This design comes from an exercise in tuning for small area, a short achievable clock period and few clock cycles per item on the open sky130 flow, not from production work. At most, simulation tests tie the RTL to the original design; equivalence was not proved. Only the layout flow was run in runs 1 to 7; the RTL was not checked for function there. Power is estimated from default activity; no workload was simulated.

==> flow/design.v <==
module ccsds_demux (
    input  wire        clk,
    input  wire        rst,            
    input  wire [10:0] cfg_frame_len,  
    input  wire [5:0]  cfg_shl,        
    input  wire        cfg_has_ocf,    
    input  wire        cfg_has_fecf,   
    input  wire        in_valid,
    output wire        in_ready,
    input  wire [7:0]  in_data,
    output reg         out_valid,
    input  wire        out_ready,
    output reg  [7:0]  out_data,
    output wire [2:0]  out_vc,
    output reg         out_sop,        
    output reg         out_eop,        
    output reg         out_close,      
    output reg         out_idle        
);
    localparam [1:0] PH_P = 2'd0, PH_S = 2'd1, PH_D = 2'd2, PH_T = 2'd3;
    reg        skid_v;
    reg  [7:0] skid_d;
    assign in_ready = !skid_v;
    wire       avail = skid_v | in_valid;
    wire [7:0] b     = skid_v ? skid_d : in_data;
    reg ocf_r, fecf_r;
    reg  [1:0]  ph;
    reg  [5:0]  hc;       
    reg  [10:0] fc;       
    reg  [10:0] ccnt;     
    reg         fidle, fnost, past;
    reg  [2:0]  cur_vc;   
    reg  [2:0]  new_vc;   
    assign out_vc = cur_vc;
    reg         wcmp, widl;
    reg  [15:0] wr;
    reg  [20:0] rg [0:6];
    wire        is_P = (ph == PH_P);
    wire        is_S = (ph == PH_S);
    wire        is_D = (ph == PH_D);
    wire        is_T = (ph == PH_T);
    wire [10:0] ftl2 = 11'd2 + (ocf_r ? 11'd4 : 11'd0) + (fecf_r ? 11'd2 : 11'd0);
    wire        last_data = (fc == ftl2);
    wire        last_byte = (fc == 11'd2);
    wire        ftl_z = !ocf_r && !fecf_r;
    wire        wok    = (cur_vc == new_vc) || fidle;
    wire        stall  = (out_valid && !out_ready) || (is_D && !wok);
    wire        fire   = avail && !stall;
    wire        data_byte = is_D && !fidle;
    wire        cz    = (ccnt == 11'd0);
    wire        c1    = (ccnt == 11'd1);
    wire [2:0]  h     = wr[2:0];
    wire        h1    = !wcmp && (h == 3'd1);
    wire        s_open = wcmp || (h != 3'd0);
    wire        cont  = fnost || !cz;
    wire        take_cont = cont && s_open;
    wire        take_emit = !cont;
    wire        is_pkt    = take_cont || take_emit;
    wire        new_pkt   = take_emit && (!s_open || !past);
    wire        do_close  = new_pkt && s_open;
    wire        last_cont = last_data || (!fnost && c1);
    wire        ncmp      = wcmp || (h == 3'd5);
    wire        forced_end = take_cont && last_cont && (!fnost || !ncmp);
    wire        len_end   = !new_pkt && wcmp && (wr == 16'd0);
    wire        end_pkt   = len_end || forced_end;
    wire        bff       = (b == 8'hFF);
    wire        idle_o    = widl && (h1 ? (!do_close && bff) : 1'b1);
    wire        step = fire && data_byte && is_pkt;
    wire        swap = (rg[6][20:18] == new_vc) && !out_valid;
    integer i;
    always @(posedge clk) begin
        ocf_r  <= cfg_has_ocf;
        fecf_r <= cfg_has_fecf;
        for (i = 1; i < 7; i = i + 1)
            rg[i] <= rg[i-1];
        rg[0] <= swap ? {cur_vc, wcmp, widl, wr} : rg[6];
        if (rst) begin
            skid_v    <= 1'b0;
            out_valid <= 1'b0;
            ph        <= PH_P;
            hc        <= 6'd0;
            cur_vc    <= 3'd0;
            new_vc    <= 3'd0;
            wcmp      <= 1'b0;
            wr[2:0]   <= 3'd0;
            for (i = 0; i < 7; i = i + 1) begin
                rg[i][20:18] <= i + 1;
                rg[i][17]    <= 1'b0;
                rg[i][2:0]   <= 3'd0;
            end
        end else begin
            if (skid_v) begin
                if (!stall) skid_v <= 1'b0;
            end else if (in_valid && stall) begin
                skid_v <= 1'b1;
            end
            if (fire)
                out_valid <= data_byte && is_pkt;
            else if (out_ready)
                out_valid <= 1'b0;
            if (swap) begin
                cur_vc <= new_vc;
                {wcmp, widl, wr} <= rg[6][17:0];
            end else if (step) begin
                if (end_pkt) begin
                    wcmp    <= 1'b0;
                    wr[2:0] <= 3'd0;
                end else if (new_pkt) begin
                    wcmp    <= 1'b0;
                    widl    <= (b[2:0] == 3'd7);
                    wr[2:0] <= 3'd1;
                end else if (!wcmp) begin
                    if (h == 3'd1) widl <= widl && bff;
                    if (h == 3'd4) wr[15:8] <= b;
                    if (h == 3'd5) begin
                        wcmp    <= 1'b1;
                        wr[7:0] <= b;
                    end else
                        wr[2:0] <= h + 3'd1;
                end else
                    wr <= wr - 16'd1;
            end
            if (fire) begin
                fc <= fc - 11'd1;
                case (ph)
                PH_P: begin
                    hc <= hc + 6'd1;
                    if (hc == 6'd0) fc <= cfg_frame_len;
                    if (hc == 6'd1) new_vc <= b[3:1];
                    if (hc == 6'd4) ccnt[10:8] <= b[2:0];
                    if (hc == 6'd5) begin
                        ccnt[7:0] <= b;
                        fidle <= ({ccnt[10:8], b} == 11'h7FE);
                        fnost <= ({ccnt[10:8], b} == 11'h7FF);
                        past  <= 1'b0;
                        hc    <= cfg_shl;
                        ph    <= (cfg_shl != 6'd0) ? PH_S : PH_D;
                    end
                end
                PH_S: begin
                    hc <= hc - 6'd1;
                    if (hc == 6'd1) ph <= PH_D;
                end
                PH_D: begin
                    if (!cz) ccnt <= ccnt - 11'd1;
                    if (data_byte && take_emit) past <= 1'b1;
                    if (last_data) begin
                        ph <= ftl_z ? PH_P : PH_T;
                        hc <= 6'd0;
                    end
                end
                PH_T: begin
                    if (last_byte) ph <= PH_P;
                end
                endcase
            end
        end
        if (!skid_v) skid_d <= in_data;
        if (fire) begin
            out_data  <= b;
            out_sop   <= new_pkt;
            out_eop   <= end_pkt;
            out_close <= do_close;
            out_idle  <= idle_o;
        end
    end
endmodule
==> flow/run.sh <==
#!/bin/bash
# synth_recipe.tcl (not shown) runs the flow's synth.tcl, then flattens the netlist and writes it again
# the make line also repeats each setting of config.mk as NAME=value (left out here)
make -C /OpenROAD-flow-scripts/flow DESIGN_CONFIG=/design/flow/config.mk WORK_HOME=/design/flow/orfs CLKGATE_MAP_FILE= SYNTH_SCRIPT=/design/flow/synth_recipe.tcl finish
==> flow/config.mk <==
export PLATFORM = sky130hd
export DESIGN_NAME = ccsds_demux
export DESIGN_NICKNAME = ccsds_demux
export VERILOG_FILES = /design/flow/design.v
export SDC_FILE = /design/flow/constraint.sdc
export NUM_CORES = 4
export LEC_CHECK = 0
export CAP_MARGIN = 40
export CORE_MARGIN = 2
export CORE_UTILIZATION = 40
export SLEW_MARGIN = 30
==> flow/constraint.sdc <==
create_clock -name core_clock -period 10.0 [get_ports {clk}]
set_input_delay 2.0000 -clock core_clock [delete_from_list [all_inputs] [get_ports {clk}]]
set_output_delay 2.0000 -clock core_clock [all_outputs]
set_load 0.01 [all_outputs]
==> results.yml, run 1 <==
worst_hold_path:
  hold_class: "reg -> reg"
  hp-start: "rg[0][9]$_DFF_P_"
cells_and_area:
  antenna_cells: 0
  seq_area_um2: 5070
  layout_common_cells: "dfxtp_1 (177), nand2_1 (102), edfxtp_1 (51)"
  multi_input_area_um2: 2950
  nets: 866
  final_util_pct: 48.6
  syn2layout_area_growth_pct: 19.3
  layout-drive-gt1-share_pct: 9.60
  layout_commonest_cell: "dfxtp_1"
  design_area_um2: 9800
  nFillCells: 1851
timing:
  slew_viol_final: 0
  finClkSkew_ns: 0.0180
  setup_viol: 0
  setup_tns_ns: 0
  worstMarginPinSlew_ns: 0.776
  fmax_mhz: 230
  rsz0062_at_grt: "false"
  hold_viol: 0
  max_slew_margin_pct: 48.1
  finalCriticalPeriod_ns: 4.34
  finalWorstSetupSlack_ns: 5.66
  timing.final.crit_share_pct: 43.4
yosys:
  yosysTopAreaCell: "dfxtp_1"
  synth-edff-count: 51
  ys_types: 53
  synth_area_leaders: "dfxtp_1 (43%), edfxtp_1 (19%), nand2_1 (4.7%)"
  mappedNetlistArea_um2: 8210
  async_flop_share_pct: 0
  synth_top_area_share_pct: 43.1
  postSynthAreaPerCell_um2: 10.7
  syn_inst: 766
  synth_fp_nets: 816
  yosysWarningCount: 2
  ys_ff_latch: 228
  synth_ff_type: "dfxtp_1"
  synth-seq-area-share_pct: 61.8
setup_path:
  crit_path_start: "out_ready"
  r2r_setup_slack_ns: 6.51
  worstPathMaxFanout: 16
  endpoint_kind: "flop"
  crit_chain: "clkdlybuf4s50_1 > nand2b_1 > o21a_1 > and2_0 > buf_4 > nor2b_2 > o21ai_0 > a21oi_1 > buf_2"
  cp_num_buf_inv: 3
  cp-start-kind: "input pin"
  required_ns: 10.21
  critical_path.top_delay_family: "buffers and inverters"
  crit_type: "in -> reg"
  cp_slowest_cell: "nor2b_2"
  r2r-start: "ph[0]$_SDFFE_PP0P_"
  cp.arrival_ns: 4.54
  worst_path_largest_cell_delay_ns: 0.60
clock_tree:
  cts.clk_slew.worst_paths_ns: 0.06
  htree_num_levels: 1
  numCtsBuffers: 23
  clockRootBuffer: "clkbuf_16"
  cts_resized: 0
  ctsHoldBuffers: 0
  clockBufferDepth: 3
  post-cts-setup-buffer-count: 0
  cts_num_sinks: 228
  clock_latency_ns: 0.52
  cts_tree: "yes"
pwr:
  p_per_area_nw_per_um2: 203
  ir_drop_uv: 113
  total_power_uw: 1990
  p_leak_uw: 0.00373
route:
  vias: 5289
  firstDrtPassIters: 4
  routed_via_density: 4.80
  drc: 0
  wl_um: 15800
  final_antenna_net_count: 0
  drt_iter0_drc: 286
  routedWlPerCell_um: 14.3
place:
  routabilityCongestion: 0.794
  dp_hpwl_um: 10400
  dpl_cell_area_um2: 8970
  pre_cts_ws_ns: 4.93
  io_buffers: 47
global_route:
  grt_antenna_before_repair: 0
  grt_usage_pct: 14.5
  grt_pass1_wl_um: 25800
  gr-total-overflow: 0
  grt_pass1_vias: 5025
  grt_max_degree: 78
run:
  maxCapViolations: 0
floorplanning:
  die_y_um: 147
  core-area_um2: 20200
  die_w_um: 147
  initial_core_util_pct: 40.7
  die_area_um2: 21700
  rows: 52
  ioPinCount: 48
run_status:
  status: "finished clean"
layout make-up:
class / count / area share, %
Inverter: 20 / 0.766
Clock inverter: 9 / 1.02
Multi-Input combinational cell: 485 / 30.1
Tap cell: 270 / 3.45
Timing Repair Buffer: 58 / 5.54
Sequential cell: 228 / 51.8
Clock buffer: 33 / 7.32
worst register-to-register path, stage by stage (launching register included):
cell	delay [ns]
dfxtp_1	0.38
inv_1	0.08
ha_1	0.37
buf_6	0.23
nor2b_1	0.16
o31ai_1	0.11
and2_0	0.18
buf_4	0.23
nor2b_2	0.60
o21ai_0	0.24
a21oi_1	0.32
buf_2	0.26
Yosys cell counts (all sizes together) (2+ instances only):
library cell,count
a211oi,10
a21o,9
a21oi,47
a22o,2
a311oi,2
a31oi,3
and2,3
and3,5
and4,2
buf,2
clkbuf,31
dfxtp,177
edfxtp,51
ha,19
inv,20
mux2,9
mux2i,6
nand2,102
nand2b,7
nand3,11
nand3b,6
nand4,8
nor2,50
nor2b,39
nor3,14
nor3b,2
nor4,9
nor4b,3
o2111ai,2
o21a,3
o21ai,30
o22ai,3
o31a,2
o31ai,6
o32ai,4
or2,14
or3,3
or4,5
xnor2,18
xor2,18
cells by family (layout without fill, tap and decap cells):
logic type	Yosys count	after routing	synth area share [%]
AO/OA/AOI/OAI	132	132	10.0
XOR/XNOR	36	36	3.84
adder cells (fa/ha/maj)	19	19	2.89
buffers and inverters	53	120	2.42
flip-flops	228	228	61.8
multiplexers	15	15	1.97
AND/OR/NAND/NOR	283	283	17.1
worst paths after layout:
check                            to  cells after the start
hold / removal     rg[1][9]$_DFF_P_                      0
setup reg to reg  ccnt[6]$_DFFE_PP_                     11
setup / recovery  ccnt[6]$_DFFE_PP_                      9
hold reg to reg    rg[1][9]$_DFF_P_                      0
per-stage QoR:
step	hold slack, ns	instances
after floorplan	0.310	766
after detailed placement	0.312	1059
after CTS	0.321	1101
after global placement	0.310	1057
after global routing	0.324	1103
final	0.316	1103
power breakdown:
part           internal, µW  switching, µW
Combinational          48.9           56.1
Clock                   533            357
Sequential              977           16.5
routing by layer:
layer,track usage (%),routed length [µm],up-vias
li1,-,-,2738
met1,21.2,7970,2435
met2,22.4,6870,93
met3,2.58,684,23
met4,3.75,244,0
met5,0,0,-
sequential cells by signal, indices dropped and copies added, names as in the netlist, 2 cells and up:
signal	cells
ccnt	11
ph	2
out_data	8
new_vc	3
cur_vc	3
rg	147
wr	16
hc	6
fc	11
skid_d	8
==> run 2, diff against run 1 <==
--- a/flow/config.mk
+++ b/flow/config.mk
@@ -10,2 +10,3 @@
 export CORE_UTILIZATION = 40
+export SETUP_SLACK_MARGIN = 5
 export SLEW_MARGIN = 30
==> results.yml, run 2 <==
run_status:
  status: "finished clean"
pwr:
  total_power_uw: 1990
  p_leak_uw: 0.00373
  ir_drop_uv: 113
  p_per_area_nw_per_um2: 203
clock_tree:
  cts_tree: "yes"
  clock_latency_ns: 0.52
  htree_num_levels: 1
  clockRootBuffer: "clkbuf_16"
  cts_num_sinks: 228
  post-cts-setup-buffer-count: 0
  cts.clk_slew.worst_paths_ns: 0.06
  ctsHoldBuffers: 0
  cts_resized: 0
  numCtsBuffers: 23
  clockBufferDepth: 3
floorplanning:
  ioPinCount: 48
  die_y_um: 147
  initial_core_util_pct: 40.7
  rows: 52
  core-area_um2: 20200
  die_w_um: 147
  die_area_um2: 21700
setup_path:
  cp.arrival_ns: 4.54
  cp-start-kind: "input pin"
  endpoint_kind: "flop"
  worstPathMaxFanout: 16
  crit_type: "in -> reg"
  required_ns: 10.21
timing:
  slew_viol_final: 0
  setup_tns_ns: 0
  timing.final.crit_share_pct: 43.4
  worstMarginPinSlew_ns: 0.776
  rsz0062_at_grt: "false"
  max_slew_margin_pct: 48.1
  setup_viol: 0
  finClkSkew_ns: 0.0180
  fmax_mhz: 230
  finalCriticalPeriod_ns: 4.34
  hold_viol: 0
global_route:
  grt_antenna_before_repair: 0
  gr-total-overflow: 0
  grt_pass1_vias: 5025
  grt_usage_pct: 14.5
  grt_pass1_wl_um: 25800
  grt_max_degree: 78
place:
  dpl_cell_area_um2: 8970
  io_buffers: 47
  routabilityCongestion: 0.794
  dp_hpwl_um: 10400
cells_and_area:
  nets: 866
  multi_input_area_um2: 2950
  seq_area_um2: 5070
  final_util_pct: 48.6
  regMostFlops: "rg"
  syn2layout_area_growth_pct: 19.3
  layout_commonest_cell: "dfxtp_1"
  layout-drive-gt1-share_pct: 9.60
  nFillCells: 1851
  antenna_cells: 0
  layout_common_cells: "dfxtp_1 (177), nand2_1 (102), edfxtp_1 (51)"
  largest_reg_flops: 147
  largest_registers: "rg x147, wr x16"
  design_area_um2: 9800
yosys:
  yosysWarningCount: 2
  mappedNetlistArea_um2: 8210
  syn_inst: 766
  postSynthAreaPerCell_um2: 10.7
  synth_ff_type: "dfxtp_1"
  ys_types: 53
  synth_top_area_share_pct: 43.1
  synth-seq-area-share_pct: 61.8
  async_flop_share_pct: 0
  ys_ff_latch: 228
  synth-edff-count: 51
  synth_common_cells: "dfxtp_1 (177), nand2_1 (102), edfxtp_1 (51)"
  yosysMostFrequentCell: "dfxtp_1"
  yosysTopAreaCell: "dfxtp_1"
  synth_area_leaders: "dfxtp_1 (43%), edfxtp_1 (19%), nand2_1 (4.7%)"
  synth_fp_nets: 816
route:
  vias: 5289
  final_antenna_net_count: 0
  drt_iter0_drc: 286
  routed_via_density: 4.80
  drc: 0
  wl_um: 15800
  firstDrtPassIters: 4
  routedWlPerCell_um: 14.3
worst_hold_path:
  hold_class: "reg -> reg"
run:
  maxCapViolations: 0
==> run 2: cell counts after synthesis <==
No cell type changed its count.
==> run 2: final cells by class <==
class,instances,share of cell area [%]
Sequential cell,228,51.8
Multi-Input combinational cell,485,30.1
Clock buffer,33,7.32
Timing Repair Buffer,58,5.54
Tap cell,270,3.45
Clock inverter,9,1.02
Inverter,20,0.766
==> run 2: through the flow <==
stage / instances / worst slack [ns] / hold slack [ns]
CTS: 1101 / 5.45 / 0.321
finish: 1103 / 5.66 / 0.316
global placement: 1057 / 4.63 / 0.310
detailed placement: 1059 / 4.93 / 0.312
floorplan: 766 / 5.37 / 0.310
global route: 1103 / 5.44 / 0.324
==> run 2: cell families (layout without fill, tap and decap cells) <==
group,Yosys count,in the layout,share of synthesized area [%]
adders and majority gates,19,19,2.89
xor gates and xnor gates,36,36,3.84
AOI/OAI and AO/OA,132,132,10.0
muxes,15,15,1.97
and+or+nand+nor,283,283,17.1
buffers and inverters,53,120,2.42
DFF,228,228,61.8
==> run 2: final timing paths <==
path                                    startpoint                 to  slack (ns)  cells after the start
worst max register to register  ph[0]$_SDFFE_PP0P_  ccnt[6]$_DFFE_PP_        6.51                     11
worst max-delay path                     out_ready  ccnt[6]$_DFFE_PP_        5.66                      9
worst min-delay path              rg[0][9]$_DFF_P_   rg[1][9]$_DFF_P_        0.32                      0
worst min register to register    rg[0][9]$_DFF_P_   rg[1][9]$_DFF_P_        0.32                      0
==> run 2: report_power, final <==
group | leakage, µW | switching [µW] | internal (µW)
clock | 0.000402 | 357 | 533
combinational | 0.00140 | 56.1 | 48.9
sequential | 0.00192 | 16.5 | 977
==> run 2: critical path, stage by stage <==
cell             delay, ns
clkdlybuf4s50_1       0.45
nand2b_1              0.14
o21a_1                0.16
and2_0                0.13
buf_4                 0.23
nor2b_2               0.60
o21ai_0               0.24
a21oi_1               0.32
buf_2                 0.26
==> run 2: routing by layer <==
layer  GRT usage [%]  routed length (µm)  vias up
li1                -                   -     2738
met1            21.2                7970     2435
met2            22.4                6870       93
met3            2.58                 684       23
met4            3.75                 244        0
met5               0                   0        -
==> run 3, diff against run 2 <==
--- a/flow/config.mk
+++ b/flow/config.mk
@@ -7,2 +7,3 @@
 export LEC_CHECK = 0
+export ABC_CLOCK_PERIOD_IN_PS = 3000
 export CAP_MARGIN = 40
@@ -10,3 +11,2 @@
 export CORE_UTILIZATION = 40
-export SETUP_SLACK_MARGIN = 5
 export SLEW_MARGIN = 30
==> results.yml, run 3 <==
route:
  drt_iter0_drc: 286
  routed_via_density: 4.80
  firstDrtPassIters: 4
  routedWlPerCell_um: 14.3
  final_antenna_net_count: 0
  wl_um: 15800
  dr.max_layer_used: "met4"
  m1WireLength_um: 7970
  vias: 5289
  drc: 0
  routed-wl-met2_um: 6870
  met3_length_um: 684
cells_and_area:
  syn2layout_area_growth_pct: 19.3
  layout_common_cells: "dfxtp_1 (177), nand2_1 (102), edfxtp_1 (51)"
  largest_registers: "rg x147, wr x16"
  layout_commonest_cell: "dfxtp_1"
  largest_reg_flops: 147
  nets: 866
  regMostFlops: "rg"
  fin_cells: 1103
  antenna_cells: 0
  layout-drive-gt1-share_pct: 9.60
worst_hold_path:
  hold_class: "reg -> reg"
timing:
  fmax_mhz: 230
  setup_tns_ns: 0
  slew_viol_final: 0
  max_slew_margin_pct: 48.1
  rsz0062_at_grt: "false"
  setup_viol: 0
  finClkSkew_ns: 0.0180
  finalCriticalPeriod_ns: 4.34
  timing.final.crit_share_pct: 43.4
  hold_viol: 0
  worstMarginPinSlew_ns: 0.776
yosys:
  syn_inst: 766
  ys_types: 53
  mappedNetlistArea_um2: 8210
  yosysTopAreaCell: "dfxtp_1"
  ys_ff_latch: 228
  yosysWarningCount: 2
  synth-seq-area-share_pct: 61.8
  synth_area_leaders: "dfxtp_1 (43%), edfxtp_1 (19%), nand2_1 (4.7%)"
  synth_ff_type: "dfxtp_1"
  synth_common_cells: "dfxtp_1 (177), nand2_1 (102), edfxtp_1 (51)"
  synth-edff-count: 51
  synth_fp_nets: 816
  async_flop_share_pct: 0
  synth_top_area_share_pct: 43.1
  yosysMostFrequentCell: "dfxtp_1"
  postSynthAreaPerCell_um2: 10.7
clock_tree:
  cts_tree: "yes"
  clockRootBuffer: "clkbuf_16"
  numCtsBuffers: 23
  htree_num_levels: 1
  cts.clk_slew.worst_paths_ns: 0.06
  ctsHoldBuffers: 0
  clock_latency_ns: 0.52
  clockBufferDepth: 3
  cts_resized: 0
  cts_num_sinks: 228
  post-cts-setup-buffer-count: 0
floorplanning:
  initial_core_util_pct: 40.7
  die_w_um: 147
  die_area_um2: 21700
  core-area_um2: 20200
  rows: 52
  die_y_um: 147
  ioPinCount: 48
global_route:
  grt_pass1_wl_um: 25800
  grt_usage_pct: 14.5
  grt_antenna_before_repair: 0
  grt_max_degree: 78
  grt_pass1_vias: 5025
  gr-total-overflow: 0
place:
  io_buffers: 47
  dp.cells: 1059
  routabilityCongestion: 0.794
  dp_hpwl_um: 10400
setup_path:
  endpoint_kind: "flop"
  cp-start-kind: "input pin"
  cp.arrival_ns: 4.54
  crit_type: "in -> reg"
  worstPathMaxFanout: 16
  r2r_setup_slack_ns: 6.51
  required_ns: 10.21
pwr:
  p_leak_uw: 0.00373
  ir_drop_uv: 113
  p_per_area_nw_per_um2: 203
run_status:
  status: "finished clean"
run:
  maxCapViolations: 0
[run 3: cell counts after synthesis]
Identical to the previous run, type by type.
[run 3: final timing paths]
path,from,endpoint,depth (start not counted)
worst max-delay path,out_ready,ccnt[6]$_DFFE_PP_,9
worst min-delay path,rg[0][9]$_DFF_P_,rg[1][9]$_DFF_P_,0
worst max register to register,ph[0]$_SDFFE_PP0P_,ccnt[6]$_DFFE_PP_,11
worst min register to register,rg[0][9]$_DFF_P_,rg[1][9]$_DFF_P_,0
[run 3: layer usage]
layer | track usage, % | vias up
met1 | 21.2 | 2435
met4 | 3.75 | 0
met2 | 22.4 | 93
li1 | - | 2738
met3 | 2.58 | 23
met5 | 0 | -
[run 3: kinds of logic (layout without fill, tap and decap cells)]
group | count (synthesis) | in the layout | share of synthesized area (%)
compound gates | 132 | 132 | 10.0
buf+inv | 53 | 120 | 2.42
flops | 228 | 228 | 61.8
xor+xnor | 36 | 36 | 3.84
mux | 15 | 15 | 1.97
simple gates | 283 | 283 | 17.1
fa+ha+maj | 19 | 19 | 2.89
[run 3: through the flow]
stage	power [µW]	instance area (µm²)	worst slack (ns)	util, %	hold slack (ns)
5_1_grt	2060	9800	5.44	48.6	0.324
4_1_cts	2010	9790	5.45	48.5	0.321
3_3_place_gp	1120	8950	4.63	44.4	0.310
6_report	1990	9800	5.66	48.6	0.316
3_5_place_dp	1120	8970	4.93	44.5	0.312
2_1_floorplan	1080	8210	5.37	-	0.310
[run 3: area by class of cell]
type                            instances  area [µm²]
Fill cell                            1851       10400
Sequential cell                       228        5070
Multi-Input combinational cell        485        2950
Clock buffer                           33         717
Timing Repair Buffer                   58         543
Tap cell                              270         338
Clock inverter                          9         100
Inverter                               20        75.1
[run 3: critical path, cell delays in order]
cell and delay (ns):
clkdlybuf4s50_1 0.45, nand2b_1 0.14, o21a_1 0.16, and2_0 0.13
buf_4 0.23, nor2b_2 0.60, o21ai_0 0.24, a21oi_1 0.32
buf_2 0.26
[run 3: power breakdown]
part           total, µW  internal, µW  switching, µW  leakage (µW)
registers            993           977           16.5       0.00192
clock network        890           533            357      0.000402
logic                105          48.9           56.1       0.00140
==> run 4, diff against run 3 <==
==> flow/flow/run.sh (new file) <==
#!/bin/bash
# Standard ORFS layout, with timing repair aimed at a tighter setup margin.
set -euo pipefail
bash standard.sh SETUP_SLACK_MARGIN=7 finish > flow_make.log 2>&1
==> flow/standard.sh (new file) <==
#!/bin/bash
# synth_recipe.tcl (not shown) runs the flow's synth.tcl, then flattens the netlist and writes it again
# the make line also repeats each setting of config.mk as NAME=value (left out here)
make -C /OpenROAD-flow-scripts/flow DESIGN_CONFIG=/design/flow/config.mk WORK_HOME=/design/flow/orfs CLKGATE_MAP_FILE= SYNTH_SCRIPT=/design/flow/synth_recipe.tcl "${@:-finish}"
removed: flow/run.sh
==> results.yml, run 4 <==
cells_and_area:
  layout_commonest_cell: "dfxtp_1"
  nets: 891
  layout_common_cells: "dfxtp_1 (172), nand2_1 (102), edfxtp_1 (51)"
  layout-drive-gt1-share_pct: 16.8
  multi_input_area_um2: 3120
  seq_area_um2: 5090
  nFillCells: 1852
  syn2layout_area_growth_pct: 22.4
  regMostFlops: "rg"
  largest_reg_flops: 147
  largest_registers: "rg x147, wr x16"
  antenna_cells: 0
floorplanning:
  rows: 52
  initial_core_util_pct: 40.7
  core-area_um2: 20200
  die_w_um: 147
  ioPinCount: 48
  die_area_um2: 21700
  die_y_um: 147
setup_path:
  cp-endpoint: "out_close"
  worstPathMaxFanout: 1
  crit_path_start: "out_close$_DFFE_PP_"
  critical_path.top_delay_family: "flip-flops"
  required_ns: 8.00
  path_depth: 1
  cp.arrival_ns: 1.06
  cp_num_buf_inv: 1
  r2r_setup_slack_ns: 7.17
  r2r-start: "fc[5]$_DFFE_PP_"
  cp_slowest_cell: "edfxtp_1"
  crit_type: "reg -> out"
  endpoint_kind: "output pin"
  crit_chain: "buf_2"
  worst_path_largest_cell_delay_ns: 0.40
  rr_worst_depth: 8
  r2r-end: "wr[13]$_DFFE_PP_"
  cp-start-kind: "flop"
global_route:
  grt_antenna_before_repair: 0
  grt_pass1_wl_um: 26000
  grt_usage_pct: 14.8
  grt_pass1_vias: 4999
  grt_max_degree: 78
  gr-total-overflow: 0
clock_tree:
  clock_latency_ns: 0.51
  clockBufferDepth: 3
  htree_num_levels: 1
  cts_num_sinks: 228
  ctsHoldBuffers: 0
  numCtsBuffers: 23
  cts_tree: "yes"
  cts.clk_slew.worst_paths_ns: 0.06
  clockRootBuffer: "clkbuf_16"
yosys:
  synth_area_leaders: "dfxtp_1 (43%), edfxtp_1 (19%), nand2_1 (4.7%)"
  mappedNetlistArea_um2: 8210
  syn_inst: 766
  async_flop_share_pct: 0
  yosys-mux-area-fraction_pct: 1.96
  synth_compound_area_share_pct: 10.0
  synth_fa_ha_area_share_pct: 2.89
  postSynthAreaPerCell_um2: 10.7
  ys_ff_latch: 228
  synth_xor_area_share_pct: 3.84
  yosysTopAreaCell: "dfxtp_1"
  synth_fp_nets: 816
  synth_common_cells: "dfxtp_1 (177), nand2_1 (102), edfxtp_1 (51)"
  synth_top_family_by_area: "simple AND/OR/NAND/NOR gates"
  synth_ff_type: "dfxtp_1"
  yosysWarningCount: 2
  yosysMostFrequentCell: "dfxtp_1"
  synth_top_area_share_pct: 43.1
  synth-seq-area-share_pct: 61.8
  ys_types: 53
  synth-edff-count: 51
  synthSimpleGateAreaFrac_pct: 17.1
run:
  maxCapViolations: 0
timing:
  hold_viol: 0
  worstMarginPinSlew_ns: 0.757
  rsz0062_at_grt: "true"
  finClkSkew_ns: 0.0149
  max_slew_margin_pct: 49.4
  setup_viol: 0
  setup_tns_ns: 0
  fmax_mhz: 327
  finalCriticalPeriod_ns: 3.06
  timing.final.crit_share_pct: 30.6
  hold_slack_ns: 0.321
  slew_viol_final: 0
route:
  firstDrtPassIters: 4
  routed_via_density: 4.80
  vias: 5419
  dr.max_layer_used: "met4"
  met3_length_um: 826
  final_antenna_net_count: 0
  drc: 0
  routedWlPerCell_um: 14.3
  m1WireLength_um: 8290
  drt_iter0_drc: 309
  routed-wl-met2_um: 6770
  wl_um: 16200
worst_hold_path:
  hold_class: "reg -> reg"
place:
  dp_hpwl_um: 10600
  io_buffers: 47
  routabilityCongestion: 0.812
pwr:
  p_leak_uw: 0.00391
  p_per_area_nw_per_um2: 189
  ir_drop_uv: 99.3
run_status:
  status: "finished clean"
## run 4: cell counts after synthesis
Identical to the previous run, type by type.
## run 4: metal layers
metal,GRT usage (%),vias to the layer above
met5,0,-
met4,4.04,0
met3,2.89,27
met2,22.1,96
met1,22.0,2508
li1,-,2788
## run 4: area by class of cell
cell class	instances	area share (%)
clock inverter	8	0.572
sequential	228	50.6
clock buffer	34	6.47
tap	270	3.36
multi-input combinational	485	31.0
inverter	20	0.746
timing repair buffer	83	7.17
## run 4: cells by family (layout without fill, tap and decap cells)
kind of cell | count (synthesis) | after routing
fa+ha+maj | 19 | 19
xor+xnor | 36 | 36
flops | 228 | 228
mux | 15 | 15
compound gates | 132 | 132
simple gates | 283 | 283
buf+inv | 53 | 145
## run 4: how the worst min path moves through the flow
stage | start | to | depth (start not counted)
detailed placement | rg[0][5]$_DFF_P_ | rg[1][5]$_DFF_P_ | 0
floorplan | rg[0][10]$_DFF_P_ | rg[1][10]$_DFF_P_ | 0
global route | rg[0][16]$_DFF_P_ | rg[1][16]$_DFF_P_ | 0
global placement | rg[1][4]$_DFF_P_ | rg[2][4]$_DFF_P_ | 0
finish | rg[5][11]$_DFF_P_ | rg[6][11]$_DFF_P_ | 0
CTS | rg[1][4]$_DFF_P_ | rg[2][4]$_DFF_P_ | 0
## run 4: metrics by stage
step           instance area (µm²)  cells  setup WS [ns]  utilization [%]  power, µW
6_report                     10100   1128           6.94             49.9       1900
3_3_place_gp                  9070   1056           5.70             45.0       1120
3_5_place_dp                  9090   1058           5.64             45.0       1120
4_1_cts                       9960   1119           6.90             49.4       1920
5_1_grt                      10100   1128           6.89             49.9       1980
2_1_floorplan                 8350    766           6.47                -       1080
## run 4: timing repair
item                                    4_1_cts  5_1_grt
endpoints found under the hold margin         0        0
buffers inserted                             19        9
endpoints found under the setup margin       75       46
pin swaps                                     7        1
resized for setup                           109        6
## run 4: report_power, final
part	total [µW]	leakage (µW)	switching, µW	internal, µW
Clock	796	0.000356	341	455
Sequential	990	0.00193	13.9	976
Combinational	117	0.00163	64.0	52.8
==> run 5, diff against run 4 <==
--- a/flow/config.mk
+++ b/flow/config.mk
@@ -7,3 +7,2 @@
 export LEC_CHECK = 0
-export ABC_CLOCK_PERIOD_IN_PS = 3000
 export CAP_MARGIN = 40
@@ -11,2 +10,3 @@
 export CORE_UTILIZATION = 40
+export CTS_CLUSTER_SIZE = 50
 export SLEW_MARGIN = 30
==> results.yml, run 5 <==
run_status:
  status: "finished clean"
clock_tree:
  cts_tree: "yes"
  clockBufferDepth: 3
  cts_num_sinks: 228
  cts.clk_slew.worst_paths_ns: 0.06
  htree_num_levels: 1
  clockRootBuffer: "clkbuf_16"
  clock_latency_ns: 0.51
  numCtsBuffers: 23
  ctsHoldBuffers: 0
yosys:
  synth_xor_area_share_pct: 3.84
  postSynthAreaPerCell_um2: 10.7
  synth_top_area_share_pct: 43.1
  syn_inst: 766
  synth-seq-area-share_pct: 61.8
  async_flop_share_pct: 0
  synthSimpleGateAreaFrac_pct: 17.1
  yosysWarningCount: 2
  ys_ff_latch: 228
  synth_area_leaders: "dfxtp_1 (43%), edfxtp_1 (19%), nand2_1 (4.7%)"
  synth_top_family_by_area: "simple AND/OR/NAND/NOR gates"
  synth_ff_type: "dfxtp_1"
  yosysTopAreaCell: "dfxtp_1"
  mappedNetlistArea_um2: 8210
  synth_fp_nets: 816
  synth-edff-count: 51
  synth_compound_area_share_pct: 10.0
  yosysMostFrequentCell: "dfxtp_1"
  synth_common_cells: "dfxtp_1 (177), nand2_1 (102), edfxtp_1 (51)"
  yosys-mux-area-fraction_pct: 1.96
  synth_fa_ha_area_share_pct: 2.89
  ys_types: 53
setup_path:
  cp.arrival_ns: 3.29
  rr_worst_depth: 8
  r2r_setup_slack_ns: 7.16
  required_ns: 10.22
  critical_path.top_delay_family: "compound AO/OA/AOI/OAI gates"
  cp_num_buf_inv: 3
  endpoint_kind: "flop"
  crit_chain: "buf_6 > nand2b_4 > o21a_1 > nand3_2 > a21oi_4 > nand4_1 > buf_6 > o31ai_4 > buf_12"
  r2r-end: "wr[14]$_DFFE_PP_"
  worst_path_largest_cell_delay_ns: 0.20
  r2r-start: "fc[5]$_DFFE_PP_"
  cp-start-kind: "input pin"
  crit_path_start: "out_ready"
  cp_slowest_cell: "o31ai_4"
  worstPathMaxFanout: 8
  path_common_cell: "buf_6"
  crit_type: "in -> reg"
run:
  maxCapViolations: 0
timing:
  fmax_mhz: 326
  hold_viol: 0
  setup_tns_ns: 0
  finalCriticalPeriod_ns: 3.07
  hold_slack_ns: 0.320
  worstMarginPinSlew_ns: 0.771
  setup_viol: 0
  timing.final.crit_share_pct: 30.7
  finClkSkew_ns: 0.0124
  slew_viol_final: 0
  rsz0062_at_grt: "true"
  max_slew_margin_pct: 48.5
floorplanning:
  initial_core_util_pct: 40.7
  ioPinCount: 48
  die_area_um2: 21700
  rows: 52
  die_w_um: 147
  die_y_um: 147
  core-area_um2: 20200
global_route:
  grt_pass1_vias: 5031
  grt_max_degree: 78
  grt_pass1_wl_um: 26200
  grt_antenna_before_repair: 0
  gr-total-overflow: 0
  grt_usage_pct: 14.9
cells_and_area:
  layout-drive-gt1-share_pct: 17.0
  layout_commonest_cell: "dfxtp_1"
  layout_common_cells: "dfxtp_1 (172), nand2_1 (102), edfxtp_1 (51)"
  largest_registers: "rg x147, wr x16"
  nets: 890
  syn2layout_area_growth_pct: 23.1
  largest_reg_flops: 147
  nFillCells: 1843
  antenna_cells: 0
  regMostFlops: "rg"
place:
  io_buffers: 47
  routabilityCongestion: 0.812
  dp_hpwl_um: 10600
route:
  vias: 5397
  routedWlPerCell_um: 14.4
  routed_via_density: 4.79
  drt_iter0_drc: 315
  final_antenna_net_count: 0
  wl_um: 16200
  drc: 0
  firstDrtPassIters: 4
pwr:
  p_leak_uw: 0.00393
  ir_drop_uv: 98.5
  p_per_area_nw_per_um2: 194
  total_power_uw: 1960
worst_hold_path:
  holdPathEnd: "rg[1][11]$_DFF_P_"
  hp-start: "rg[0][11]$_DFF_P_"
  hold_class: "reg -> reg"
  worstHoldPathCells: 0
run 5: what timing repair did:
action,in CTS,in global routing
endpoints found under the setup margin,75,46
pin swaps,7,1
resized for setup,109,6
buffers inserted,19,8
run 5: logic make-up after synthesis:
family / count (synthesis)
AND/OR/NAND/NOR: 283
flip-flops: 228
AO/OA/AOI/OAI: 132
buffers and inverters: 53
XOR/XNOR: 36
adder cells (fa/ha/maj): 19
multiplexers: 15
run 5: worst max-delay path by stage:
| stage | end | cells past startpoint |
|---|---|---|
| floorplan | wr[3]$_DFFE_PP_ | 6 |
| global placement | wr[10]$_DFFE_PP_ | 7 |
| detailed placement | wr[6]$_DFFE_PP_ | 7 |
| CTS | out_eop | 1 |
| global route | wr[3]$_DFFE_PP_ | 8 |
| finish | wr[14]$_DFFE_PP_ | 9 |
run 5: stage by stage:
stage | worst slack, ns | cells | util (%) | area, µm²
after floorplan | 6.47 | 766 | - | 8350
after global placement | 5.70 | 1056 | 45.0 | 9070
after detailed placement | 5.64 | 1058 | 45.0 | 9090
after CTS | 6.90 | 1119 | 49.7 | 10000
after global routing | 6.89 | 1127 | 50.1 | 10100
final | 6.93 | 1127 | 50.1 | 10100
run 5: per-layer routing:
metal,GRT usage (%),up-vias,share of wire (%)
met3,2.80,13,4.6
met5,0,-,0
met2,22.4,92,43
li1,-,2790,-
met4,3.99,0,1.2
met1,22.1,2502,51
run 5: final cells by class:
type                    instances  area [µm²]  share of cell area (%)
inverters                      20        75.1                   0.743
repair buffers                 82         713                    7.06
flip-flops and latches        228        5090                    50.4
multi-input cells             485        3120                    30.9
well taps                     270         338                    3.34
clock buffers                  31         639                    6.33
clock inverters                11         128                    1.26
run 5: report_power, final:
group	total (µW)	leakage (µW)	internal [µW]	switching, µW
logic	117	0.00162	52.8	64.2
clock network	850	0.000384	506	344
registers	990	0.00193	976	14.1
total	1960	0.00393	1530	422
==> run 6, diff against run 5 <==
--- a/flow/config.mk
+++ b/flow/config.mk
@@ -9,4 +9,4 @@
 export CORE_MARGIN = 2
-export CORE_UTILIZATION = 40
-export CTS_CLUSTER_SIZE = 50
+export CORE_UTILIZATION = 70
+export PLACE_DENSITY = 0.8
 export SLEW_MARGIN = 30
==> results.yml, run 6 <==
run_status:
  status: "finished clean"
place:
  io_buffers: 47
  routabilityCongestion: 0.871
  dp_hpwl_um: 11000
yosys:
  postSynthAreaPerCell_um2: 10.7
  synth_common_cells: "dfxtp_1 (177), nand2_1 (102), edfxtp_1 (51)"
  async_flop_share_pct: 0
  ys_types: 53
  yosysMostFrequentCell: "dfxtp_1"
  synth-edff-count: 51
  syn_inst: 766
  synth_ff_type: "dfxtp_1"
  synth_top_area_share_pct: 43.1
  synth_area_leaders: "dfxtp_1 (43%), edfxtp_1 (19%), nand2_1 (4.7%)"
  synth_fp_nets: 816
  mappedNetlistArea_um2: 8210
  yosysWarningCount: 2
  synth-seq-area-share_pct: 61.8
  ys_ff_latch: 228
  yosysTopAreaCell: "dfxtp_1"
clock_tree:
  htree_num_levels: 1
  clockRootBuffer: "clkbuf_16"
  cts.clk_slew.worst_paths_ns: 0.07
  cts_num_sinks: 228
  clock_latency_ns: 0.51
  numCtsBuffers: 22
  clockBufferDepth: 3
  cts_tree: "yes"
timing:
  worstMarginPinSlew_ns: 0.792
  finClkSkew_ns: 0.0191
  max_slew_margin_pct: 47.2
  hold_viol: 0
  setup_viol: 0
  finalCriticalPeriod_ns: 3.14
  timing.final.crit_share_pct: 31.4
  rsz0062_at_grt: "true"
  fmax_mhz: 319
  setup_tns_ns: 0
  slew_viol_final: 0
global_route:
  grt_antenna_before_repair: 1
  grt_use_met1_pct: 46.1
  gr-total-overflow: 0
  grt_pass1_vias: 6251
  grt_max_degree: 78
  grt.busiest_layer: "met2"
  grt_util_met3_pct: 8.05
  grt_usage_pct: 36.1
  grt_pass1_wl_um: 35300
  met2_usage_pct: 59.7
setup_path:
  cp-start-kind: "input pin"
  r2r-end: "wr[10]$_DFFE_PP_"
  crit_type: "in -> reg"
  cp-endpoint: "wr[10]$_DFFE_PP_"
  rr_worst_depth: 8
  worstPathMaxFanout: 8
  endpoint_kind: "flop"
  r2r_setup_slack_ns: 7.01
  cp.arrival_ns: 3.36
  required_ns: 10.22
  crit_path_start: "out_ready"
  r2r-start: "ccnt[4]$_DFFE_PP_"
floorplanning:
  rows: 39
  ioPinCount: 48
  initial_core_util_pct: 71.9
  die_area_um2: 12600
  die_w_um: 112
  die_y_um: 112
  core-area_um2: 11400
route:
  drc: 0
  final_antenna_net_count: 0
  firstDrtPassIters: 7
  routed_via_density: 6.24
  drt_iter0_drc: 946
  vias: 6220
  wl_um: 22200
  routedWlPerCell_um: 22.3
cells_and_area:
  nets: 888
  layout-drive-gt1-share_pct: 17.7
  nFillCells: 525
  final_util_pct: 86.8
  antenna_cells: 0
  regMostFlops: "rg"
  syn2layout_area_growth_pct: 20.6
  layout_commonest_cell: "dfxtp_1"
  multi_input_area_um2: 3150
  largest_registers: "rg x147, wr x16"
  largest_reg_flops: 147
  layout_common_cells: "dfxtp_1 (171), nand2_1 (101), edfxtp_1 (51)"
  seq_area_um2: 5080
pwr:
  p_leak_uw: 0.00391
  p_per_area_nw_per_um2: 200
  total_power_uw: 1980
  ir_drop_uv: 215
run:
  maxCapViolations: 0
worst_hold_path:
  hold_class: "reg -> reg"
==> run 6: cell counts after synthesis <==
No cell type changed its count.
==> run 6: worst min path at each step <==
| stage | depth (start not counted) | end | start | slack, ns |
|---|---|---|---|---|
| floorplan | 0 | rg[1][10]$_DFF_P_ | rg[0][10]$_DFF_P_ | 0.31 |
| global placement | 0 | rg[5][7]$_DFF_P_ | rg[4][7]$_DFF_P_ | 0.31 |
| detailed placement | 0 | rg[4][11]$_DFF_P_ | rg[3][11]$_DFF_P_ | 0.31 |
| CTS | 0 | rg[5][5]$_DFF_P_ | rg[4][5]$_DFF_P_ | 0.32 |
| global route | 0 | rg[1][9]$_DFF_P_ | rg[0][9]$_DFF_P_ | 0.32 |
| finish | 0 | rg[5][5]$_DFF_P_ | rg[4][5]$_DFF_P_ | 0.32 |
==> run 6: report_power, final <==
group          total, µW  switching, µW  internal, µW
Combinational        118           67.2          51.3
Sequential          1000           25.1           976
Clock                861            364           497
Total               1980            456          1520
==> run 6: through the flow <==
| step | cell area, µm² | setup WS [ns] | instances | hold WS, ns |
|---|---|---|---|---|
| 2_1_floorplan | 8350 | 6.47 | 766 | 0.310 |
| 4_1_cts | 9850 | 6.91 | 993 | 0.322 |
| 6_report | 9910 | 6.86 | 997 | 0.318 |
| 5_1_grt | 9910 | 6.84 | 997 | 0.322 |
| 3_3_place_gp | 8900 | 5.74 | 927 | 0.310 |
| 3_5_place_dp | 8900 | 5.67 | 928 | 0.312 |
==> run 6: per-layer routing <==
metal / wire length [µm] / share of wire (%) / vias to the layer above
li1: - / - / 2782
met1: 8370 / 38 / 2902
met2: 10700 / 48 / 421
met3: 2020 / 9.1 / 115
met4: 1160 / 5.2 / 0
met5: 0 / 0 / -
==> run 6: kinds of logic (layout without fill, tap and decap cells) <==
family          Yosys count  after routing  share of synthesized area (%)
simple gates            283            283                           17.1
buf+inv                  53            141                           2.42
xor+xnor                 36             36                           3.84
mux                      15             15                           1.97
compound gates          132            132                           10.0
flops                   228            228                           61.8
fa+ha+maj                19             19                           2.89
==> run 6: cell type report <==
| type | count | area share [%] |
|---|---|---|
| flip-flops and latches | 228 | 51.3 |
| multi-input cells | 485 | 31.8 |
| clock buffers | 31 | 6.74 |
| repair buffers | 81 | 6.71 |
| well taps | 143 | 1.81 |
| clock inverters | 9 | 0.846 |
| inverters | 20 | 0.783 |
==> run 6: critical path, cell delays in order <==
cell and delay [ns]:
buf_6 0.07, nand2b_4 0.11, o21a_1 0.18, nand3_2 0.12, a21oi_4 0.15, nand4_1 0.15
buf_6 0.18, o31ai_4 0.22, buf_12 0.17
==> run 6: timing repair <==
item                                    4_1_cts  5_1_grt
pin swaps                                     8        1
hold endpoints to repair                      0        0
endpoints found under the setup margin       82       42
resized for setup                           104        8
hold buffers                                  0        0
buffers inserted                             25        3
==> run 7, diff against run 6 <==
==> flow/run.sh (new file) <==
#!/bin/bash
# synth_recipe.tcl (not shown) runs the flow's synth.tcl, then flattens the netlist and writes it again
# the make line also repeats each setting of config.mk as NAME=value (left out here)
make -C /OpenROAD-flow-scripts/flow DESIGN_CONFIG=/design/flow/config.mk WORK_HOME=/design/flow/orfs CLKGATE_MAP_FILE= SYNTH_SCRIPT=/design/flow/synth_recipe.tcl finish
--- a/flow/config.mk
+++ b/flow/config.mk
@@ -7,6 +7,8 @@
 export LEC_CHECK = 0
-export CAP_MARGIN = 40
+export CAP_MARGIN = 20
 export CORE_MARGIN = 2
-export CORE_UTILIZATION = 70
-export PLACE_DENSITY = 0.8
-export SLEW_MARGIN = 30
+export CORE_UTILIZATION = 60
+export CTS_BUF_LIST = sky130_fd_sc_hd__clkbuf_4 sky130_fd_sc_hd__clkbuf_8
+export CTS_CLUSTER_SIZE = 30
+export SETUP_SLACK_MARGIN = 5
+export SLEW_MARGIN = 20
removed: flow/flow/run.sh
removed: flow/standard.sh
==> results.yml, run 7 <==
global_route:
  grt_antenna_before_repair: 0
  grt_max_degree: 78
  gr-total-overflow: 0
  grt_usage_pct: 22.9
  grt_pass1_vias: 5579
  grt_pass1_wl_um: 26900
place:
  dp_hpwl_um: 10500
  io_buffers: 47
  routabilityCongestion: 0.831
clock_tree:
  cts.clk_slew.worst_paths_ns: 0.06
  htree_num_levels: 2
  clockBufferDepth: 3
  clockRootBuffer: "clkbuf_8"
  cts_tree: "yes"
  post-cts-setup-buffer-count: 0
  numCtsBuffers: 35
  clock_latency_ns: 0.51
  cts_num_sinks: 228
yosys:
  ys_ff_latch: 228
  mappedNetlistArea_um2: 8210
  syn_inst: 766
  yosysWarningCount: 2
  synth_top_area_share_pct: 43.1
  synth_area_leaders: "dfxtp_1 (43%), edfxtp_1 (19%), nand2_1 (4.7%)"
  synth_ff_type: "dfxtp_1"
  synth_common_cells: "dfxtp_1 (177), nand2_1 (102), edfxtp_1 (51)"
  synth-seq-area-share_pct: 61.8
  async_flop_share_pct: 0
  ys_types: 53
  yosysMostFrequentCell: "dfxtp_1"
  synth_fp_nets: 816
  postSynthAreaPerCell_um2: 10.7
  yosysTopAreaCell: "dfxtp_1"
  synth-edff-count: 51
floorplanning:
  die_y_um: 121
  initial_core_util_pct: 61.8
  rows: 42
  die_w_um: 121
  core-area_um2: 13300
  ioPinCount: 48
  die_area_um2: 14600
route:
  drc: 0
  final_antenna_net_count: 0
  routed_via_density: 5.47
  vias: 5576
  routedWlPerCell_um: 16.0
  drt_iter0_drc: 366
  wl_um: 16300
  firstDrtPassIters: 4
timing:
  rsz0062_at_grt: "false"
  finalCriticalPeriod_ns: 4.75
  slew_viol_final: 0
  max_slew_margin_pct: 37.1
  worstMarginPinSlew_ns: 0.935
  fmax_mhz: 211
  setup_viol: 0
  finClkSkew_ns: 0.0160
  hold_viol: 0
  setup_tns_ns: 0
  timing.final.crit_share_pct: 47.5
  hold_slack_ns: 0.321
cells_and_area:
  regMostFlops: "rg"
  layout-drive-gt1-share_pct: 11.3
  layout_commonest_cell: "dfxtp_1"
  largest_registers: "rg x147, wr x16"
  largest_reg_flops: 147
  antenna_cells: 0
  layout_common_cells: "dfxtp_1 (177), nand2_1 (102), edfxtp_1 (51)"
  nFillCells: 977
  nets: 871
  syn2layout_area_growth_pct: 16.1
setup_path:
  cp-start-kind: "input pin"
  endpoint_kind: "flop"
  cp.arrival_ns: 4.89
  required_ns: 10.14
  crit_type: "in -> reg"
  worstPathMaxFanout: 16
pwr:
  p_leak_uw: 0.00367
  p_sw_share_pct: 21.8
  comb_power_share_pct: 5.7
  p_int_uw: 1460
  clock_power_share_pct: 41.2
  p_per_area_nw_per_um2: 196
  ir_drop_uv: 235
  seqPwrFrac_pct: 53.1
  p_switching_uw: 406
run:
  maxCapViolations: 0
run_status:
  status: "finished clean"
worst_hold_path:
  hold_class: "reg -> reg"
run 7: cell counts after synthesis:
No cell type changed its count.
run 7: cell type report:
| cell class | count | area [µm²] | share of cell area, % |
|---|---|---|---|
| clock buffers | 51 | 639 | 6.71 |
| clock inverters | 9 | 68.8 | 0.722 |
| inverters | 20 | 75.1 | 0.787 |
| multi-input cells | 485 | 2960 | 31.0 |
| flip-flops and latches | 228 | 5070 | 53.2 |
| well taps | 176 | 220 | 2.31 |
| repair buffers | 51 | 495 | 5.20 |
run 7: cell families after synthesis:
kind of cell	synth area share [%]
AOI/OAI and AO/OA	10.0
xor gates and xnor gates	3.84
adders and majority gates	2.89
buffers and inverters	2.42
DFF	61.8
muxes	1.97
and+or+nand+nor	17.1
run 7: final timing paths:
path	startpoint	end	slack, ns	depth (start not counted)
max	out_ready	ccnt[3]$_DFFE_PP_	5.25	7
max reg2reg	ph[0]$_SDFFE_PP0P_	ccnt[3]$_DFFE_PP_	6.06	8
min reg2reg	rg[3][13]$_DFF_P_	rg[4][13]$_DFF_P_	0.32	0
min	rg[3][13]$_DFF_P_	rg[4][13]$_DFF_P_	0.32	0
run 7: through the flow:
| step | instances | cell area [µm²] | setup slack [ns] | util (%) | power, µW |
|---|---|---|---|---|---|
| final | 1020 | 9530 | 5.25 | 71.7 | 1870 |
| after global placement | 960 | 8810 | 4.20 | 66.3 | 1110 |
| after CTS | 1020 | 9530 | 5.17 | 71.7 | 1880 |
| after global routing | 1020 | 9530 | 5.09 | 71.7 | 1940 |
| after detailed placement | 960 | 8820 | 4.07 | 66.3 | 1120 |
| after floorplan | 766 | 8210 | 5.37 | - | 1080 |
run 7: worst max-delay path, stage by stage:
cell             delay [ns]
clkdlybuf4s50_1        0.45
nand2b_1               0.14
o21a_1                 0.17
and2_1                 0.64
nor2b_2                0.68
o21ai_0                0.33
a21oi_2                0.46
run 7: repair_timing:
action | in CTS | in global routing
setup endpoints to repair | 8 | 8
gates cloned | 0 | 0
gates resized for setup | 2 | 1
hold buffers | 0 | 0
run 7: power by group through the flow:
stage	Clock (µW)	Combinational (µW)	Sequential [µW]
3_5_place_dp	0	105	1010
3_3_place_gp	0	103	1010
2_1_floorplan	0	69.7	1010
6_report	769	106	992
5_1_grt	824	120	994
4_1_cts	785	106	992
run 7: routing by layer:
layer	GRT usage, %	share of wire, %	routed length (µm)
met5	0	0	0
met4	8.72	2.5	413
met3	3.85	4.1	662
met2	37.9	48	7740
met1	30.3	46	7480
==> run 8, diff against run 7 <==
--- a/flow/design.v
+++ b/flow/design.v
@@ -51,5 +51,4 @@
     wire        c1    = (ccnt == 11'd1);
-    wire [2:0]  h     = wr[2:0];
-    wire        h1    = !wcmp && (h == 3'd1);
-    wire        s_open = wcmp || (h != 3'd0);
+    wire        h1    = !wcmp && wr[1];
+    wire        s_open = wcmp || wr[0];
     wire        cont  = fnost || !cz;
@@ -61,3 +60,3 @@
     wire        last_cont = last_data || (!fnost && c1);
-    wire        ncmp      = wcmp || (h == 3'd5);
+    wire        ncmp      = wcmp || wr[5];
     wire        forced_end = take_cont && last_cont && (!fnost || !ncmp);
@@ -80,3 +79,3 @@
             ph        <= PH_P;
-            hc        <= 6'd0;
+            hc        <= 6'd5;
             cur_vc    <= 3'd0;
@@ -84,3 +83,3 @@
             wcmp      <= 1'b0;
-            wr[2:0]   <= 3'd0;
+            wr[0]     <= 1'b0;
             for (i = 0; i < 7; i = i + 1) begin
@@ -88,3 +87,3 @@
                 rg[i][17]    <= 1'b0;
-                rg[i][2:0]   <= 3'd0;
+                rg[i][0]     <= 1'b0;
             end
@@ -106,3 +105,3 @@
                     wcmp    <= 1'b0;
-                    wr[2:0] <= 3'd0;
+                    wr[0]   <= 1'b0;
                 end else if (new_pkt) begin
@@ -110,7 +109,7 @@
                     widl    <= (b[2:0] == 3'd7);
-                    wr[2:0] <= 3'd1;
+                    wr[5:0] <= 6'b000011;
                 end else if (!wcmp) begin
-                    if (h == 3'd1) widl <= widl && bff;
-                    if (h == 3'd4) wr[15:8] <= b;
-                    if (h == 3'd5) begin
+                    if (wr[1]) widl <= widl && bff;
+                    if (wr[4]) wr[15:8] <= b;
+                    if (wr[5]) begin
                         wcmp    <= 1'b1;
@@ -118,3 +117,3 @@
                     end else
-                        wr[2:0] <= h + 3'd1;
+                        wr[5:1] <= {wr[4:1], 1'b0};
                 end else
@@ -126,7 +125,7 @@
                 PH_P: begin
-                    hc <= hc + 6'd1;
-                    if (hc == 6'd0) fc <= cfg_frame_len;
-                    if (hc == 6'd1) new_vc <= b[3:1];
-                    if (hc == 6'd4) ccnt[10:8] <= b[2:0];
-                    if (hc == 6'd5) begin
+                    hc <= hc - 6'd1;
+                    if (hc == 6'd5) fc <= cfg_frame_len;
+                    if (hc == 6'd4) new_vc <= b[3:1];
+                    if (hc == 6'd1) ccnt[10:8] <= b[2:0];
+                    if (hc == 6'd0) begin
                         ccnt[7:0] <= b;
@@ -148,3 +147,3 @@
                         ph <= ftl_z ? PH_P : PH_T;
-                        hc <= 6'd0;
+                        hc <= 6'd5;
                     end
==> flow/flow/run.sh (new file) <==
#!/bin/bash
# Standard ORFS layout, with timing repair aimed at a tighter setup margin.
set -euo pipefail
bash standard.sh SETUP_SLACK_MARGIN=7 finish > flow_make.log 2>&1
==> flow/standard.sh (new file) <==
#!/bin/bash
# synth_recipe.tcl (not shown) runs the flow's synth.tcl, then flattens the netlist and writes it again
# the make line also repeats each setting of config.mk as NAME=value (left out here)
make -C /OpenROAD-flow-scripts/flow DESIGN_CONFIG=/design/flow/config.mk WORK_HOME=/design/flow/orfs CLKGATE_MAP_FILE= SYNTH_SCRIPT=/design/flow/synth_recipe.tcl "${@:-finish}"
==> flow/config.mk (replaced) <==
export PLATFORM = sky130hd
export DESIGN_NAME = ccsds_demux
export DESIGN_NICKNAME = ccsds_demux
export VERILOG_FILES = /design/flow/design.v
export SDC_FILE = /design/flow/constraint.sdc
export NUM_CORES = 4
export LEC_CHECK = 0
export CAP_MARGIN = 40
export CORE_MARGIN = 2
export CORE_UTILIZATION = 70
export CTS_CLUSTER_DIAMETER = 60
export CTS_CLUSTER_SIZE = 30
export PLACE_DENSITY = 0.8
export SLEW_MARGIN = 30
removed: flow/run.sh
==> results.yml, run 8 <==
yosys:
  synth_common_cells: "dfxtp_1 (175), nand2_1 (98), edfxtp_1 (53), nor2_1 (53), o21ai_0 (35)"
  synth-seq-area-share_pct: 62.7
  yosys-mux-area-fraction_pct: 2.40
  synthSimpleGateAreaFrac_pct: 16.0
  synth-edff-count: 53
  yosysWarningCount: 2
  ys_types: 64
  postSynthAreaPerCell_um2: 11.0
  mappedNetlistArea_um2: 8130
  synth_fp_nets: 788
  synth_top_family_by_area: "simple AND/OR/NAND/NOR gates"
  yosysTopAreaCell: "dfxtp_1"
  synth_xor_area_share_pct: 3.77
  syn_inst: 741
  synth_top_area_share_pct: 43.1
  synth_fa_ha_area_share_pct: 2.46
  synth_area_leaders: "dfxtp_1 (43%), edfxtp_1 (20%), nand2_1 (4.5%)"
  ys_ff_latch: 228
  yosysMostFrequentCell: "dfxtp_1"
  async_flop_share_pct: 0
  synth_compound_area_share_pct: 9.88
  synth_ff_type: "dfxtp_1"
timing:
  hold_viol: 0
  finalWorstSetupSlack_ns: 6.86
  finalCriticalPeriod_ns: 3.14
  setup_viol: 0
  hold_slack_ns: 0.334
  slew_viol_final: 0
  finClkSkew_ns: 0.0358
  rsz0062_at_grt: "true"
  timing.final.crit_share_pct: 31.4
  setup_tns_ns: 0
  fmax_mhz: 318
  worstMarginPinSlew_ns: 0.730
  max_slew_margin_pct: 50.7
global_route:
  grt_pass1_wl_um: 29100
  grt_max_degree: 55
  gr-total-overflow: 0
  grt_pass1_vias: 5609
  grt_antenna_before_repair: 0
  grt_usage_pct: 28.9
setup_path:
  crit_type: "in -> reg"
  rr_worst_depth: 7
  cp-start-kind: "input pin"
  cp.arrival_ns: 3.33
  endpoint_kind: "flop"
  required_ns: 10.19
  worstPathMaxFanout: 8
run_status:
  status: "finished clean"
floorplanning:
  die_w_um: 112
  ioPinCount: 48
  core-area_um2: 11400
  die_area_um2: 12500
  die_y_um: 112
  rows: 39
  initial_core_util_pct: 71.5
pwr:
  ir_drop_uv: 253
  p_leak_uw: 0.00377
  p_per_area_nw_per_um2: 222
route:
  firstDrtPassIters: 5
  routed_via_density: 5.99
  drt_iter0_drc: 632
  routedWlPerCell_um: 19.1
  final_antenna_net_count: 0
  vias: 5748
  drc: 0
  wl_um: 18300
cells_and_area:
  layout-drive-gt1-share_pct: 17.4
  layout_commonest_cell: "dfxtp_1"
  regMostFlops: "rg"
  layout_common_cells: "dfxtp_1 (170), nand2_1 (97), edfxtp_1 (53)"
  largest_reg_flops: 147
  nets: 856
  syn2layout_area_growth_pct: 18.3
  largest_registers: "rg x147, wr x16"
  antenna_cells: 0
clock_tree:
  clockRootBuffer: "clkbuf_16"
  htree_num_levels: 1
  numCtsBuffers: 14
  ctsHoldBuffers: 0
  cts.clk_slew.worst_paths_ns: 0.10
  cts_num_sinks: 228
  clock_latency_ns: 0.49
  cts_tree: "yes"
  clockBufferDepth: 3
place:
  io_buffers: 47
  pre_cts_ws_ns: 5.44
  dp_hpwl_um: 11200
  routabilityCongestion: 0.888
worst_hold_path:
  hold_class: "reg -> reg"
  worstHoldPathCells: 0
run:
  maxCapViolations: 0
-- run 8: worst paths after layout --
check / start / end / slack [ns]
worst max register to register: ccnt[3]$_DFFE_PP_ / wr[9]$_DFFE_PP_ / 7.15
worst min-delay path: rg[1][8]$_DFF_P_ / rg[2][8]$_DFF_P_ / 0.33
worst max-delay path: out_ready / ccnt[0]$_DFFE_PP_ / 6.86
worst min register to register: rg[1][8]$_DFF_P_ / rg[2][8]$_DFF_P_ / 0.33
-- run 8: report_power, final --
part	total [µW]	switching (µW)	internal, µW	leakage (µW)
Sequential	1110	61.2	1040	0.00193
Combinational	403	236	167	0.00161
Clock	630	331	299	0.000238
-- run 8: final cells by class --
cell class	count	area [µm²]
Fill cell	589	1750
Clock inverter	7	104
Multi-Input combinational cell	455	3000
Timing Repair Buffer	85	756
Clock buffer	17	383
Inverter	25	97.6
Sequential cell	228	5100
Tap cell	143	179
-- run 8: repair_timing --
item | CTS | global route
endpoints found under the setup margin | 89 | 68
cloned | 0 | 0
pin swaps | 8 | 13
resized for setup | 96 | 25
buffers inserted | 15 | 18
-- run 8: critical path, cell delays in order --
cell and delay (ns):
buf_8 0.07, nor2_4 0.03, or3_4 0.41, buf_6 0.15
nor2_4 0.11, o211ai_1 0.21, a21oi_4 0.21, buf_12 0.14
-- run 8: kinds of logic (layout without fill, tap and decap cells) --
group           count (synthesis)  count (layout)
simple gates                  260             260
flops                         228             228
buf+inv                        58             134
xor+xnor                       35              35
compound gates                126             126
mux                            18              18
fa+ha+maj                      16              16
-- run 8: layer usage --
metal / global-route usage (%) / wire length, µm
met3: 4.35 / 1130
met1: 38.1 / 7380
met4: 8.31 / 484
met5: 0 / 0
met2: 50.0 / 9350
-- run 8: per-stage QoR --
stage | total power [µW] | instance area, µm² | std cells | utilization, %
6_report | 2140 | 9620 | 960 | 84.6
5_1_grt | 2230 | 9620 | 960 | 84.6
4_1_cts | 2130 | 9390 | 942 | 82.6
2_1_floorplan | 1390 | 8210 | 741 | -
3_5_place_dp | 1490 | 8770 | 903 | 77.2
3_3_place_gp | 1470 | 8760 | 903 | 77.1
Testbench counts of run 8, summed over its fixed seeds: cycles 197,997, bytes 197,840.
==> run 9, diff against run 8 <==
--- a/flow/config.mk
+++ b/flow/config.mk
@@ -10,4 +10,4 @@
 export CORE_UTILIZATION = 70
-export CTS_CLUSTER_DIAMETER = 60
-export CTS_CLUSTER_SIZE = 30
+export CTS_CLUSTER_DIAMETER = 80
+export CTS_CLUSTER_SIZE = 25
 export PLACE_DENSITY = 0.8
==> results.yml, run 9 <==
floorplanning:
  rows: 39
  die_area_um2: 12500
  ioPinCount: 48
  die_y_um: 112
  initial_core_util_pct: 71.5
  die_w_um: 112
  core-area_um2: 11400
setup_path:
  crit_chain: "buf_8 > nor2_4 > or3_4 > a211oi_4 > a21oi_4 > buf_6 > a311oi_2"
  rr_worst_depth: 7
  worst_path_largest_cell_delay_ns: 0.41
  endpoint_kind: "flop"
  cp_slowest_cell: "or3_4"
  crit_type: "in -> reg"
  cp_num_buf_inv: 2
  cp.arrival_ns: 3.29
  worstPathMaxFanout: 3
  path_depth: 7
  critical_path.top_delay_family: "compound AO/OA/AOI/OAI gates"
  required_ns: 10.17
  cp-start-kind: "input pin"
route:
  vias: 5782
  drc: 0
  routedWlPerCell_um: 19.3
  routed_via_density: 6.04
  final_antenna_net_count: 0
  firstDrtPassIters: 7
  drt_iter0_drc: 543
  wl_um: 18500
clock_tree:
  cts_num_sinks: 228
  cts_tree: "yes"
  numCtsBuffers: 13
  htree_num_levels: 1
  cts.clk_slew.worst_paths_ns: 0.10
  clock_latency_ns: 0.47
  clockBufferDepth: 3
  clockRootBuffer: "clkbuf_16"
pwr:
  comb_power_share_pct: 19.7
  p_sw_share_pct: 28.7
  seqPwrFrac_pct: 54.0
  p_int_uw: 1460
  clock_power_share_pct: 26.3
  p_leak_uw: 0.00374
  p_per_area_nw_per_um2: 215
  p_switching_uw: 587
  total_power_uw: 2050
  ir_drop_uv: 230
timing:
  slew_viol_final: 0
  hold_viol: 0
  rsz0062_at_grt: "true"
  finalCriticalPeriod_ns: 3.12
  timing.final.crit_share_pct: 31.2
  fmax_mhz: 321
  setup_tns_ns: 0
  finClkSkew_ns: 0.0157
  max_slew_margin_pct: 49.9
  setup_viol: 0
  worstMarginPinSlew_ns: 0.742
worst_hold_path:
  hold_class: "reg -> reg"
  worstHoldPathCells: 0
cells_and_area:
  syn2layout_area_growth_pct: 16.9
  largest_reg_flops: 147
  layout_commonest_cell: "dfxtp_1"
  layout_common_cells: "dfxtp_1 (170), nand2_1 (97), edfxtp_1 (53)"
  nets: 856
  antenna_cells: 0
  layout-drive-gt1-share_pct: 16.6
  regMostFlops: "rg"
  largest_registers: "rg x147, wr x16"
global_route:
  grt.busiest_layer: "met2"
  gr-total-overflow: 0
  grt_usage_pct: 28.7
  grt_pass1_vias: 5592
  grt_util_met3_pct: 3.92
  grt_use_met1_pct: 38.4
  grt_pass1_wl_um: 28900
  met2_usage_pct: 49.1
  grt_antenna_before_repair: 0
  grt_max_degree: 55
yosys:
  synth-seq-area-share_pct: 62.7
  yosysWarningCount: 2
  yosysMostFrequentCell: "dfxtp_1"
  synth_top_area_share_pct: 43.1
  postSynthAreaPerCell_um2: 11.0
  synth_fp_nets: 788
  synth_area_leaders: "dfxtp_1 (43%), edfxtp_1 (20%), nand2_1 (4.5%)"
  ys_ff_latch: 228
  syn_inst: 741
  async_flop_share_pct: 0
  synth_ff_type: "dfxtp_1"
  mappedNetlistArea_um2: 8130
  synth_common_cells: "dfxtp_1 (175), nand2_1 (98), edfxtp_1 (53), nor2_1 (53), o21ai_0 (35)"
  ys_types: 64
  yosysTopAreaCell: "dfxtp_1"
  synth-edff-count: 53
run_status:
  status: "finished clean"
place:
  io_buffers: 47
  routabilityCongestion: 0.888
  dp_hpwl_um: 11200
run:
  maxCapViolations: 0
## run 9: per-layer routing
metal  share of wire [%]  wire [µm]  vias up
li1                    -          -     2681
met1                  40       7420     2766
met2                  51       9360      267
met3                 6.0       1110       68
met4                 3.1        578        0
met5                   0          0        -
## run 9: repair_timing
item                                    in CTS  in global routing
setup buffers                               15                 19
endpoints found under the setup margin      90                 70
pin swaps                                    8                 12
cloned                                       0                  0
hold buffers                                 0                  0
resized for setup                           96                 26
## run 9: final cells by class
| class | count | area [µm²] |
|---|---|---|
| Inverter | 25 | 93.8 |
| Clock inverter | 3 | 26.3 |
| Timing Repair Buffer | 86 | 756 |
| Tap cell | 143 | 179 |
| Clock buffer | 18 | 344 |
| Multi-Input combinational cell | 455 | 3000 |
| Sequential cell | 228 | 5100 |
| Fill cell | 592 | 1860 |
## run 9: metrics by stage
step / cell area (µm²) / cells / utilization (%) / setup WS (ns) / hold WS, ns
final: 9510 / 958 / 83.6 / 6.88 / 0.319
after global routing: 9510 / 958 / 83.6 / 6.85 / 0.334
after CTS: 9270 / 939 / 81.5 / 6.86 / 0.324
after detailed placement: 8770 / 903 / 77.2 / 5.44 / 0.313
after global placement: 8760 / 903 / 77.1 / 5.22 / 0.310
after floorplan: 8210 / 741 / - / 6.40 / 0.310
## run 9: cells by family after synthesis
group           count (synthesis)  share of synthesized area (%)
compound gates                126                           9.88
xor+xnor                       35                           3.77
fa+ha+maj                      16                           2.46
buf+inv                        58                           2.77
simple gates                  260                           16.0
flops                         228                           62.7
mux                            18                           2.40
## run 9: worst reg2reg max path, delay by kind of cell, from the launching register on
family	cells	cell delay (ns)
AOI/OAI and AO/OA	3	0.65
buffers and inverters	1	0.15
DFF	1	0.47
and+or+nand+nor	3	1.29
## run 9: path summary, 6_finish.rpt
| kind | startpoint | to | slack (ns) |
|---|---|---|---|
| setup / recovery | out_ready | widl$_DFFE_PP_ | 6.88 |
| hold / removal | rg[5][10]$_DFF_P_ | rg[6][10]$_DFF_P_ | 0.32 |
| setup reg to reg | ccnt[3]$_DFFE_PP_ | widl$_DFFE_PP_ | 7.16 |
| hold reg to reg | rg[5][10]$_DFF_P_ | rg[6][10]$_DFF_P_ | 0.32 |
## run 9: power by group through the flow
stage | Clock (µW) | Sequential [µW] | Combinational [µW]
finish | 539 | 1110 | 403
global route | 570 | 1110 | 445
CTS | 542 | 1100 | 389
detailed placement | 0 | 1120 | 366
global placement | 0 | 1120 | 347
floorplan | 0 | 1100 | 284

Setup slack of run 9, layout unchanged: 6.882 ns with ideal ports, 6.868 ns with driving cells assumed (clock clkbuf_16, inputs buf_2), 6.369 ns with port delays also shifted by the 0.499 ns mid clock arrival.
